This design comes from an exercise in tuning for small area, a short achievable clock period and few clock cycles per item on the open sky130 flow, not from production work.
In this exercise RTL edits were held to simulation tests only and were not proved equivalent to the original.
Power figures rest on the tool's default switching activity, not on a simulated workload.

Setup of old:
==> flow/design.v <==
module lz77_match_finder #(
    parameter W      = 256,    
    parameter MAXLEN = 255     
) (
    input  wire       clk,
    input  wire       rst,       
    input  wire       s_valid,
    output reg        s_ready,
    input  wire [7:0] s_data,
    input  wire       s_last,
    output reg        t_valid,
    input  wire       t_ready,
    output reg  [8:0] t_offset,
    output reg  [7:0] t_length,
    output reg  [7:0] t_char
);
    reg [8*W-1:0] hist;
    reg [8:0]     count;    
    reg [W-1:0]   live;
    reg           rs;       
    reg [7:0]     len;      
    reg           c_v;      
    reg           c_last;
    reg [7:0]     near;     
    reg         in_v, in_last, cred;
    reg         move;            
    reg  [7:0]  in_d;
    wire acc  = s_valid && s_ready;
    wire any_live = |live;
    wire grow     = c_v && any_live && (len != MAXLEN) && !c_last;
    wire emit     = c_v && !grow;
    wire rs_eff   = c_v ? !grow : rs;
    wire [7:0] len_eff = c_v ? (grow ? len + 8'd1 : 8'd0) : len;
    wire [8:0] tok_off = rs ? 9'd0 : {1'b0, near} + 9'd1;
    wire [24:0] tok = {tok_off, len, hist[7:0]};
    reg  [24:0] head;     
    reg [15:0] lt_h, eq_h, lt_l;
    reg [8:0]  count_nx;
    reg [15:0] lt_h_nx, eq_h_nx, lt_l_nx;
    integer k;
    always @* begin
        count_nx = count;
        if (move) begin
            if (in_last)
                count_nx = 9'd0;
            else if (count < W)
                count_nx = count + 9'd1;
        end
        for (k = 0; k < 16; k = k + 1) begin
            lt_h_nx[k] = count_nx[8] || (k < count_nx[7:4]);
            eq_h_nx[k] = !count_nx[8] && (k == count_nx[7:4]);
            lt_l_nx[k] = (k < count_nx[3:0]);
        end
    end
    wire rs_acc = move && rs_eff;
    reg [W-1:0] live_nx;
    integer p;
    always @* begin
        for (p = 0; p < W; p = p + 1)
            live_nx[p] = (!move || ((hist[8*p+7 -: 8] == in_d) &&
                                   (lt_h[p/16] || (eq_h[p/16] && lt_l[p%16]))))
                         && (rs_acc || live[p]);
    end
    function [3:0] first16;
        input [15:0] v;
        integer i;
        begin
            first16 = 4'd15;
            for (i = 14; i >= 0; i = i - 1)
                if (v[i]) first16 = i;
        end
    endfunction
    reg [15:0] g_any;
    reg [63:0] g_ix;
    reg [3:0]  g_sel;
    reg [7:0]  first_set;
    integer g;
    always @* begin
        for (g = 0; g < 16; g = g + 1) begin
            g_any[g]      = |live[16*g +: 16];
            g_ix[4*g +: 4] = first16(live[16*g +: 16]);
        end
        g_sel = first16(g_any);
        first_set = {g_sel, g_ix[4*g_sel +: 4]};
    end
    reg         q1_v, q2_v;
    reg [24:0]  q1, q2;
    wire pop = t_valid && t_ready;
    wire tv_nx = (t_valid && !t_ready) || q1_v || emit;
    wire q1v_nx = pop ? (q2_v || (q1_v && emit)) : (q1_v || (t_valid && emit));
    wire q2v_nx = pop ? (q2_v && emit) : (q2_v || (q1_v && emit));
    wire in_v_nx = acc || (in_v && !move);
    wire cred_nx = move ? !q1v_nx : !q2v_nx;
    always @(posedge clk) begin
        near <= first_set;
        c_last <= in_last;
        live <= live_nx;
        if (move)
            hist <= {hist[8*W-9:0], in_d};
        if (s_ready) begin
            in_d    <= s_data;
            in_last <= s_last;
        end
        {t_offset, t_length, t_char} <= (t_valid && !t_ready) ? head : (q1_v ? q1 : tok);
        if (!t_valid || t_ready)
            head <= q1_v ? q1 : tok;
        q1 <= pop ? (q2_v ? q2 : tok) : (q1_v ? q1 : tok);
        if (!q2_v)
            q2 <= tok;
        if (rst) begin
            count   <= 9'd0;
            lt_h    <= 16'd0;
            eq_h    <= 16'd1;
            lt_l    <= 16'd0;
            rs      <= 1'b1;
            len     <= 8'd0;
            c_v     <= 1'b0;
            in_v    <= 1'b0;
            cred    <= 1'b1;
            move    <= 1'b0;
            t_valid <= 1'b0;
            q1_v    <= 1'b0;
            q2_v    <= 1'b0;
            s_ready <= 1'b1;
        end else begin
            rs      <= rs_eff;
            len     <= len_eff;
            c_v     <= move;
            t_valid <= tv_nx;
            q1_v    <= q1v_nx;
            q2_v    <= q2v_nx;
            in_v    <= in_v_nx;
            cred    <= cred_nx;
            move    <= in_v_nx && cred_nx;
            s_ready <= !in_v_nx || cred_nx;
            count   <= count_nx;
            lt_h    <= lt_h_nx;
            eq_h    <= eq_h_nx;
            lt_l    <= lt_l_nx;
        end
    end
endmodule
clock: 8.0 ns
lec_check: 0
cap_margin: 20
core_margin: 2
core_utilization: 65
cts_cluster_diameter: 100
cts_cluster_size: 20
setup_slack_margin: 5.0
slew_margin: 20
standard.sh (not shown) runs the stock make flow with config.mk's settings and CLKGATE_MAP_FILE= SYNTH_SCRIPT=/design/flow/synth_recipe.tcl, a recipe that flattens the netlist after the stock synthesis.
==> flow/flow/run.sh <==
#!/bin/bash
# Own flow: the standard layout, with two repair settings changed.
#  - MATCH_CELL_FOOTPRINT=0 lets timing repair resize gates to any drive
#    strength (the platform default only swaps cells of the same width).
#  - SETUP_SLACK_MARGIN above 5 ns makes repair aim below a 3 ns period.
# The clock, the constraints and the synthesis are the standard flow's, unchanged.
set -euo pipefail
cd "$(dirname "$0")/.."
bash standard.sh MATCH_CELL_FOOTPRINT=0 SETUP_SLACK_MARGIN=5.4 finish > flow_make.log 2>&1
Testbench counts of old, summed over its fixed seeds: cycles 49,888, items 49,864.
For new, these inputs were changed with respect to old:
-- flow/design.v --
<<< old, line 22
    reg           c_v;      
    reg           c_last;
    reg [7:0]     near;     
    reg         in_v, in_last, cred;
    reg         move;            
    reg  [7:0]  in_d;
    wire acc  = s_valid && s_ready;
    wire any_live = |live;
    wire grow     = c_v && any_live && (len != MAXLEN) && !c_last;
    wire emit     = c_v && !grow;
>>> new, line 22
    reg           c_v;      
    reg           c_last;
    reg [7:0]     c_char;
    reg [7:0]     near;     
    reg [15:0]    g_cont;   
    reg [15:0]    g_eq;     
    reg           rs_r;     
    reg         in_v, in_last, cred;
    reg         move;            
    reg  [7:0]  in_d;
    wire acc  = s_valid && s_ready;
    wire any_live = rs_r ? |g_eq : |g_cont;
    wire grow     = c_v && any_live && (len != MAXLEN) && !c_last;
    wire emit     = c_v && !grow;
<<< old, line 33
    wire [7:0] len_eff = c_v ? (grow ? len + 8'd1 : 8'd0) : len;
    wire [8:0] tok_off = rs ? 9'd0 : {1'b0, near} + 9'd1;
    wire [24:0] tok = {tok_off, len, hist[7:0]};
    reg  [24:0] head;     
    reg [15:0] lt_h, eq_h, lt_l;
>>> new, line 37
    wire [7:0] len_eff = c_v ? (grow ? len + 8'd1 : 8'd0) : len;
    wire [8:0] tok_off = rs ? 9'd0 : {1'b0, near} + 9'd1;
    wire [24:0] tok = {tok_off, len, c_char};
    reg  [24:0] head;     
    reg [15:0] lt_h, eq_h, lt_l;
<<< old, line 54
    end
    wire rs_acc = move && rs_eff;
    reg [W-1:0] live_nx;
    integer p;
    always @* begin
        for (p = 0; p < W; p = p + 1)
            live_nx[p] = (!move || ((hist[8*p+7 -: 8] == in_d) &&
                                   (lt_h[p/16] || (eq_h[p/16] && lt_l[p%16]))))
                         && (rs_acc || live[p]);
    end
    function [3:0] first16;
>>> new, line 58
    end
    wire rs_acc = move && rs_eff;
    reg [W-1:0] eqv;       
    reg [W-1:0] keep;      
    reg [W-1:0] live_nx;
    reg [15:0]  g_cont_nx, g_eq_nx;
    integer p;
    always @* begin
        for (p = 0; p < W; p = p + 1) begin
            eqv[p]     = (hist[8*p+7 -: 8] == in_d) &&
                         (lt_h[p/16] || (eq_h[p/16] && lt_l[p%16]));
            keep[p]    = (!move || eqv[p]) && live[p];
            live_nx[p] = (!move || eqv[p]) && (rs_acc || live[p]);
        end
        for (p = 0; p < 16; p = p + 1) begin
            g_cont_nx[p] = |keep[16*p +: 16];
            g_eq_nx[p]   = |eqv[16*p +: 16];
        end
    end
    function [3:0] first16;
<<< old, line 78
    always @* begin
        for (g = 0; g < 16; g = g + 1) begin
            g_any[g]      = |live[16*g +: 16];
            g_ix[4*g +: 4] = first16(live[16*g +: 16]);
        end
>>> new, line 91
    always @* begin
        for (g = 0; g < 16; g = g + 1) begin
            g_any[g]      = rs_r ? g_eq[g] : g_cont[g];    
            g_ix[4*g +: 4] = first16(live[16*g +: 16]);
        end
<<< old, line 94
    always @(posedge clk) begin
        near <= first_set;
        c_last <= in_last;
        live <= live_nx;
>>> new, line 107
    always @(posedge clk) begin
        near <= first_set;
        g_cont <= g_cont_nx;
        g_eq   <= g_eq_nx;
        rs_r   <= rs_acc;
        c_char <= in_d;
        c_last <= in_last;
        live <= live_nx;
### Flow results
- Maximum vdd drop: new vs old up 0.023 mV
- Register-to-register slack (new over old): increase, 0.27 ns
- Compared with old, in new final design area excluding fillers grew by 10%, first-pass GRT wire length grew by 72 mm, maximum frequency grew by about 4.5%.
- Comparing new and old, the higher post-placement cell count was measured on new.
- From old to new the numbers moved as follows: wire length higher, worst-case setup margin in the final layout shows an increase of 0.13 ns, period utilization fell 1.7 points, power higher.
Testbench counts of new, summed over its fixed seeds: cycles 49,888, items 49,864.

========
== 08-03 ==
lz77_match_finder, a different RTL version from the one above (not shown whole).
For scale: ~7000 cells after synthesis, roughly 2400 flip-flops, roughly 40 I/O pins.
==> module lz77_match_finder, before the edit <==
module lz77_match_finder #(
    parameter W      = 256,    
    parameter MAXLEN = 255     
) (
    input  wire       clk,
    input  wire       rst,       
    input  wire       s_valid,
    output reg        s_ready,
    input  wire [7:0] s_data,
    input  wire       s_last,
    output reg        t_valid,
    input  wire       t_ready,
    output reg  [8:0] t_offset,
    output reg  [7:0] t_length,
    output reg  [7:0] t_char
);
    reg [8*W-1:0] hist;
    reg [8:0]     count;    
    reg [W-1:0]   live;
    reg           rs;       
    reg [7:0]     len;      
    reg           c_v;      
    reg           c_last;
    reg [7:0]     near;     
    reg         in_v, in_last, cred;
    reg         move;            
    reg  [7:0]  in_d;
    wire in_free = !in_v || cred;
    wire acc  = s_valid && in_free;
    wire any_live = |live;
    wire grow     = c_v && any_live && (len != MAXLEN) && !c_last;
    wire emit     = c_v && !grow;
    wire rs_eff   = c_v ? !grow : rs;
    wire [7:0] len_eff = c_v ? (grow ? len + 8'd1 : 8'd0) : len;
    wire [8:0] tok_off = rs ? 9'd0 : {1'b0, near} + 9'd1;
    wire [24:0] tok = {tok_off, len, hist[7:0]};
    reg  [24:0] head;     
    wire [3:0] ch = count[7:4];
    wire [3:0] cl = count[3:0];
    reg [15:0] lt_h, eq_h, lt_l;
    integer k;
    always @* begin
        for (k = 0; k < 16; k = k + 1) begin
            lt_h[k] = count[8] || (k < ch);
            eq_h[k] = !count[8] && (k == ch);
            lt_l[k] = (k < cl);
        end
    end
    wire rs_acc = move && rs_eff;
    reg [W-1:0] live_nx;
    integer p;
    always @* begin
        for (p = 0; p < W; p = p + 1)
            live_nx[p] = (!move || ((hist[8*p+7 -: 8] == in_d) &&
                                   (lt_h[p/16] || (eq_h[p/16] && lt_l[p%16]))))
                         && (rs_acc || live[p]);
    end
    function [3:0] first16;
        input [15:0] v;
        integer i;
        begin
            first16 = 4'd15;
            for (i = 14; i >= 0; i = i - 1)
                if (v[i]) first16 = i;
        end
    endfunction
    reg [15:0] g_any, g_first;
    reg [63:0] g_ix;
    reg [7:0]  first_set;
    integer g;
    always @* begin
        for (g = 0; g < 16; g = g + 1) begin
            g_any[g]       = |live[16*g +: 16];
            g_ix[4*g +: 4] = first16(live[16*g +: 16]);
        end
        for (g = 0; g < 16; g = g + 1)
            g_first[g] = g_any[g] && !(|(g_any & ((16'd1 << g) - 16'd1)));
        first_set = 8'd0;
        for (g = 0; g < 16; g = g + 1)
            first_set = first_set | ({8{g_first[g]}} & {g[3:0], g_ix[4*g +: 4]});
    end
    reg         q1_v, q2_v;
    reg [24:0]  q1, q2;
    wire pop = t_valid && t_ready;
    wire tv_nx = (t_valid && !t_ready) || q1_v || emit;
    wire q1v_nx = pop ? (q2_v || (q1_v && emit)) : (q1_v || (t_valid && emit));
    wire q2v_nx = pop ? (q2_v && emit) : (q2_v || (q1_v && emit));
    wire in_v_nx = acc || (in_v && !move);
    wire cred_nx = move ? !q1v_nx : !q2v_nx;
    always @(posedge clk) begin
        near <= first_set;
        c_last <= in_last;
        live <= live_nx;
        if (move)
            hist <= {hist[8*W-9:0], in_d};
        if (in_free) begin
            in_d    <= s_data;
            in_last <= s_last;
        end
        {t_offset, t_length, t_char} <= (t_valid && !t_ready) ? head : (q1_v ? q1 : tok);
        if (!t_valid || t_ready)
            head <= q1_v ? q1 : tok;
        q1 <= pop ? (q2_v ? q2 : tok) : (q1_v ? q1 : tok);
        if (!q2_v)
            q2 <= tok;
        if (rst) begin
            count   <= 9'd0;
            rs      <= 1'b1;
            len     <= 8'd0;
            c_v     <= 1'b0;
            in_v    <= 1'b0;
            cred    <= 1'b1;
            move    <= 1'b0;
            t_valid <= 1'b0;
            q1_v    <= 1'b0;
            q2_v    <= 1'b0;
            s_ready <= 1'b1;
        end else begin
            rs      <= rs_eff;
            len     <= len_eff;
            c_v     <= move;
            t_valid <= tv_nx;
            q1_v    <= q1v_nx;
            q2_v    <= q2v_nx;
            in_v    <= in_v_nx;
            cred    <= cred_nx;
            move    <= in_v_nx && cred_nx;
            s_ready <= !in_v_nx || cred_nx;
            if (move) begin
                if (in_last)
                    count <= 9'd0;
                else if (count < W)
                    count <= count + 9'd1;
            end
        end
    end
endmodule
export LEC_CHECK = 0
export CAP_MARGIN = 20
export CORE_MARGIN = 2
export CORE_UTILIZATION = 68
export CTS_CLUSTER_DIAMETER = 110
export CTS_CLUSTER_SIZE = 24
export SETUP_SLACK_MARGIN = 5.0
export SLEW_MARGIN = 20
export TNS_END_PERCENT = 0
create_clock -name core_clock -period 8.0 [get_ports {clk}]
==> flow/flow/run.sh <==
#!/bin/bash
# Own flow: the standard layout, with two repair settings changed.
#  - MATCH_CELL_FOOTPRINT=0 lets timing repair resize gates to any drive
#    strength (the platform default only swaps cells of the same width).
#  - SETUP_SLACK_MARGIN above 5 ns makes repair aim at a 2.8 ns period.
# The clock, the constraints and the synthesis are the standard flow's, unchanged.
set -euo pipefail
cd "$(dirname "$0")/.."
bash standard.sh MATCH_CELL_FOOTPRINT=0 SETUP_SLACK_MARGIN=5.2 finish > flow_make.log 2>&1
08-03 | stages: all done | timing, DRC, antenna: all pass
Testbench counts of 08-03, summed over its fixed seeds: cycles 49,888, items 49,864.
diff inputs: 08-03 => 08-12
--- a/flow/design.v
+++ b/flow/design.v
@@ -64,20 +64,18 @@
                 if (v[i]) first16 = i;
         end
     endfunction
-    reg [15:0] g_any, g_first;
+    reg [15:0] g_any;
     reg [63:0] g_ix;
+    reg [3:0]  g_sel;
     reg [7:0]  first_set;
     integer g;
     always @* begin
         for (g = 0; g < 16; g = g + 1) begin
-            g_any[g]       = |live[16*g +: 16];
+            g_any[g]      = |live[16*g +: 16];
             g_ix[4*g +: 4] = first16(live[16*g +: 16]);
         end
-        for (g = 0; g < 16; g = g + 1)
-            g_first[g] = g_any[g] && !(|(g_any & ((16'd1 << g) - 16'd1)));
-        first_set = 8'd0;
-        for (g = 0; g < 16; g = g + 1)
-            first_set = first_set | ({8{g_first[g]}} & {g[3:0], g_ix[4*g +: 4]});
+        g_sel = first16(g_any);
+        first_set = {g_sel, g_ix[4*g_sel +: 4]};
     end
     reg         q1_v, q2_v;
     reg [24:0]  q1, q2;
## What came out
Synthesized cell count: 08-12 vs 08-03 up 200. Compared with 08-03, in 08-12 setup fix buffers added after clock tree synthesis moved up, number of global-route vias before repair moved up, final cycle utilization of the critical path moved down, layout net count moved up, mux share of post-synthesis cell area level. For die extent in x, 08-12 and 08-03 come out practically identical. From 08-03 to 08-12 the numbers moved as follows: overall power after layout stayed essentially flat; final instance area picked up an extra about 0.8%. Sum of routed wire length over all layers: 08-12 > 08-03. The area growth from synthesis to layout reported for 08-12 is greater than that of 08-03 by 1.1 points. Against 08-03, 08-12 comes in 0.39 points higher on portion of the layout cell area used by non-clock buffers. 08-12 does better than 08-03 on maximum frequency. Between 08-03 and 08-12, post-synthesis net count is higher for 08-12, 08-03 comes in under that.
Testbench counts of 08-12, summed over its fixed seeds: cycles 49,888, items 49,864.

## port drivers added, routing unchanged
No port has a modelled driver above. Below, the same layouts with a new extraction and two added sets of constraints. Step 1 (the two cells are an assumption about what drives the block):
set clk [get_ports {clk}]
set_driving_cell -lib_cell sky130_fd_sc_hd__clkbuf_16 $clk
set_driving_cell -lib_cell sky130_fd_sc_hd__buf_2 [delete_from_list [all_inputs] $clk]
Step 2 times the ports against the registers' clock, not the clock port: input delays grow and output delays shrink by t, the midpoint of the rising clock arrivals with the driver on. a / b / c = ideal / step 1 / step 2; a / b = the first two.
run | t (ns) | slack for setup (ns) | latest minus earliest clock arrival (ns) | worst register clock-pin slew, ns
old | 0.872 | 4.850 / 4.850 / 4.507 | 0.032 / 0.032 | 0.10 / 0.10
new | 0.934 | 4.984 / 4.895 / 4.569 | 0.047 / 0.047 | 0.10 / 0.10
08-03 | 0.855 | 4.469 / 4.469 / 4.205 | 0.043 / 0.043 | 0.11 / 0.11
08-12 | 0.862 | 4.592 / 4.592 / 4.198 | 0.035 / 0.036 | 0.11 / 0.11
After both steps setup and hold are still met in every run listed. For new, which loses most, drivers alone change the setup slack by -0.089 ns; drivers and shift together by -0.415 ns.
